Source: an optimization exercise on an open RTL-to-GDS flow (aim: small area, a short achievable clock period and few clock cycles per item). Production flows keep margins and buffers that such runs may drop.
Power is estimated from default activity; no workload was simulated.

the previous run:
## ymodem_rx_unit
module ymodem_rx_unit (
    input  wire        clk,
    input  wire        rst,           
    input  wire        cmd_valid,
    output wire        cmd_ready,
    input  wire [15:0] cmd,
    output reg         res_valid,
    output reg  [1:0]  res_st,        
    output reg  [31:0] res_val,
    output reg  [1:0]  res_tx_n,      
    output reg  [7:0]  res_tx0,
    output reg  [7:0]  res_tx1,
    output reg  [1:0]  res_ev_n,      
    output reg  [2:0]  res_ev0,
    output reg  [2:0]  res_ev1,
    output reg  [3:0]  res_ev_code,   
    output reg         res_pay        
);
Size in the first run: about 150 flip-flops, roughly 86 I/O pins, roughly 6500 sq um of cells after synthesis.
export LEC_CHECK = 0
export CAP_MARGIN = 20
export CORE_MARGIN = 2
export CORE_UTILIZATION = 40
export SLEW_MARGIN = 20
export BUFFER_PORTS_ARGS = -buffer_cell sky130_fd_sc_hd__buf_2
export ABC_CLOCK_PERIOD_IN_PS = 1500
export SETUP_SLACK_MARGIN = 2.2
create_clock -name core_clock -period 4.0 [get_ports {clk}]
standard.sh (not shown) runs the stock make flow with config.mk's settings and CLKGATE_MAP_FILE= SYNTH_SCRIPT=/design/flow/synth_recipe.tcl, a recipe that flattens the netlist after the stock synthesis.
==> flow/flow/run.sh <==
#!/bin/bash
# The standard layout (standard.sh, its synthesis unchanged in its registers),
# with the extra ORFS settings of flow/extra.mk appended to config.mk.
set -o pipefail
cat flow/extra.mk >> config.mk
bash standard.sh > standard.log 2>&1
==> flow/flow/extra.mk <==
export BUFFER_PORTS_ARGS = -buffer_cell sky130_fd_sc_hd__buf_2
export DONT_USE_CELLS += sky130_fd_sc_hd__or4_1 sky130_fd_sc_hd__or4_2 sky130_fd_sc_hd__or4_4 sky130_fd_sc_hd__or4b_1 sky130_fd_sc_hd__or4b_2 sky130_fd_sc_hd__or4b_4 sky130_fd_sc_hd__or4bb_1 sky130_fd_sc_hd__or4bb_2 sky130_fd_sc_hd__or4bb_4 sky130_fd_sc_hd__nor4_1 sky130_fd_sc_hd__nor4_2 sky130_fd_sc_hd__nor4_4 sky130_fd_sc_hd__nor4b_1 sky130_fd_sc_hd__nor4b_2 sky130_fd_sc_hd__nor4b_4 sky130_fd_sc_hd__nor4bb_1 sky130_fd_sc_hd__nor4bb_2 sky130_fd_sc_hd__nor4bb_4 sky130_fd_sc_hd__or3_1 sky130_fd_sc_hd__or3_2 sky130_fd_sc_hd__or3_4 sky130_fd_sc_hd__or3b_1 sky130_fd_sc_hd__or3b_2 sky130_fd_sc_hd__or3b_4 sky130_fd_sc_hd__a2111oi_0 sky130_fd_sc_hd__a2111oi_1 sky130_fd_sc_hd__a2111oi_2 sky130_fd_sc_hd__a2111oi_4 sky130_fd_sc_hd__a2111o_1 sky130_fd_sc_hd__a2111o_2 sky130_fd_sc_hd__a2111o_4 sky130_fd_sc_hd__clkdlybuf4s50_1 sky130_fd_sc_hd__clkdlybuf4s50_2
export ABC_CLOCK_PERIOD_IN_PS = 1500
export SETUP_SLACK_MARGIN = 2.2
The flow did not stop early for the previous run: all stages ran, and the layout cleared the timing, DRC and antenna checks.
The inputs of the current run differ from those of the previous run as listed below.
==> flow/flow/extra.mk <==
export BUFFER_PORTS_ARGS = -buffer_cell sky130_fd_sc_hd__buf_2
export DONT_USE_CELLS += sky130_fd_sc_hd__or4_1 sky130_fd_sc_hd__or4_2 sky130_fd_sc_hd__or4_4 sky130_fd_sc_hd__or4b_1 sky130_fd_sc_hd__or4b_2 sky130_fd_sc_hd__or4b_4 sky130_fd_sc_hd__or4bb_1 sky130_fd_sc_hd__or4bb_2 sky130_fd_sc_hd__or4bb_4 sky130_fd_sc_hd__nor4_1 sky130_fd_sc_hd__nor4_2 sky130_fd_sc_hd__nor4_4 sky130_fd_sc_hd__nor4b_1 sky130_fd_sc_hd__nor4b_2 sky130_fd_sc_hd__nor4b_4 sky130_fd_sc_hd__nor4bb_1 sky130_fd_sc_hd__nor4bb_2 sky130_fd_sc_hd__nor4bb_4 sky130_fd_sc_hd__or3_1 sky130_fd_sc_hd__or3_2 sky130_fd_sc_hd__or3_4 sky130_fd_sc_hd__or3b_1 sky130_fd_sc_hd__or3b_2 sky130_fd_sc_hd__or3b_4 sky130_fd_sc_hd__a2111oi_0 sky130_fd_sc_hd__a2111oi_1 sky130_fd_sc_hd__a2111oi_2 sky130_fd_sc_hd__a2111oi_4 sky130_fd_sc_hd__a2111o_1 sky130_fd_sc_hd__a2111o_2 sky130_fd_sc_hd__a2111o_4 sky130_fd_sc_hd__clkdlybuf4s50_1 sky130_fd_sc_hd__clkdlybuf4s50_2
export ABC_CLOCK_PERIOD_IN_PS = 2000
export SETUP_SLACK_MARGIN = 2.0
export CTS_ARGS = -sink_clustering_enable -repair_clock_nets -buf_list {sky130_fd_sc_hd__clkbuf_4 sky130_fd_sc_hd__clkbuf_8} -dont_use_dummy_load
--- a/flow/config.mk
+++ b/flow/config.mk
@@ -13,3 +13,4 @@
 export DONT_USE_CELLS += sky130_fd_sc_hd__or4_1 sky130_fd_sc_hd__or4_2 sky130_fd_sc_hd__or4_4 sky130_fd_sc_hd__or4b_1 sky130_fd_sc_hd__or4b_2 sky130_fd_sc_hd__or4b_4 sky130_fd_sc_hd__or4bb_1 sky130_fd_sc_hd__or4bb_2 sky130_fd_sc_hd__or4bb_4 sky130_fd_sc_hd__nor4_1 sky130_fd_sc_hd__nor4_2 sky130_fd_sc_hd__nor4_4 sky130_fd_sc_hd__nor4b_1 sky130_fd_sc_hd__nor4b_2 sky130_fd_sc_hd__nor4b_4 sky130_fd_sc_hd__nor4bb_1 sky130_fd_sc_hd__nor4bb_2 sky130_fd_sc_hd__nor4bb_4 sky130_fd_sc_hd__or3_1 sky130_fd_sc_hd__or3_2 sky130_fd_sc_hd__or3_4 sky130_fd_sc_hd__or3b_1 sky130_fd_sc_hd__or3b_2 sky130_fd_sc_hd__or3b_4 sky130_fd_sc_hd__a2111oi_0 sky130_fd_sc_hd__a2111oi_1 sky130_fd_sc_hd__a2111oi_2 sky130_fd_sc_hd__a2111oi_4 sky130_fd_sc_hd__a2111o_1 sky130_fd_sc_hd__a2111o_2 sky130_fd_sc_hd__a2111o_4 sky130_fd_sc_hd__clkdlybuf4s50_1 sky130_fd_sc_hd__clkdlybuf4s50_2
-export ABC_CLOCK_PERIOD_IN_PS = 1500
-export SETUP_SLACK_MARGIN = 2.2
+export ABC_CLOCK_PERIOD_IN_PS = 2000
+export SETUP_SLACK_MARGIN = 2.0
+export CTS_ARGS = -sink_clustering_enable -repair_clock_nets -buf_list {sky130_fd_sc_hd__clkbuf_4 sky130_fd_sc_hd__clkbuf_8} -dont_use_dummy_load
Notes after the runs:
Est. power | the current run vs the previous run | the current run lower. Diff the previous run -> the current run: required time at the worst-slack endpoint went up by 0.03 ns; post-synthesis cell type count was more or less identical; utilization went down by 6.1 points; via count of the routed design went down by 5.3%. The setup slack in the current run was lower than what the previous run gave.
Function was not checked in any run of this note: the RTL went through the layout flow alone.

## separate check: timing with driven ports
The results above use ideal ports. As a check the final layouts listed here were re-extracted and re-timed, cells and wires unchanged. Step 1 (the two cells are an assumption about what drives the block):
set clk [get_ports {clk}]
set_driving_cell -lib_cell sky130_fd_sc_hd__clkbuf_16 $clk
set_driving_cell -lib_cell sky130_fd_sc_hd__buf_2 [delete_from_list [all_inputs] $clk]
Step 2, shift: input delay + t, output delay - t, t = (earliest + latest rising clock arrival at the registers) / 2. This alone moves slack from input paths to output paths. Three values: no drivers, after step 1, after step 2; two values: the first two.
| run | t, ns | slack for setup (ns) | worst setup path at the end | clock arrival spread, ns |
|---|---|---|---|---|
| the previous run | 0.467 | 2.116 / 2.116 / 1.902 | input to register | 0.006 / 0.006 |
| the current run | 0.487 | 2.036 / 2.036 / 1.757 | input to register | 0.029 / 0.029 |
After both steps every run listed still meets setup and hold. For the current run, which loses most, drivers alone change the setup slack by 0.000 ns; drivers and shift together by -0.279 ns.
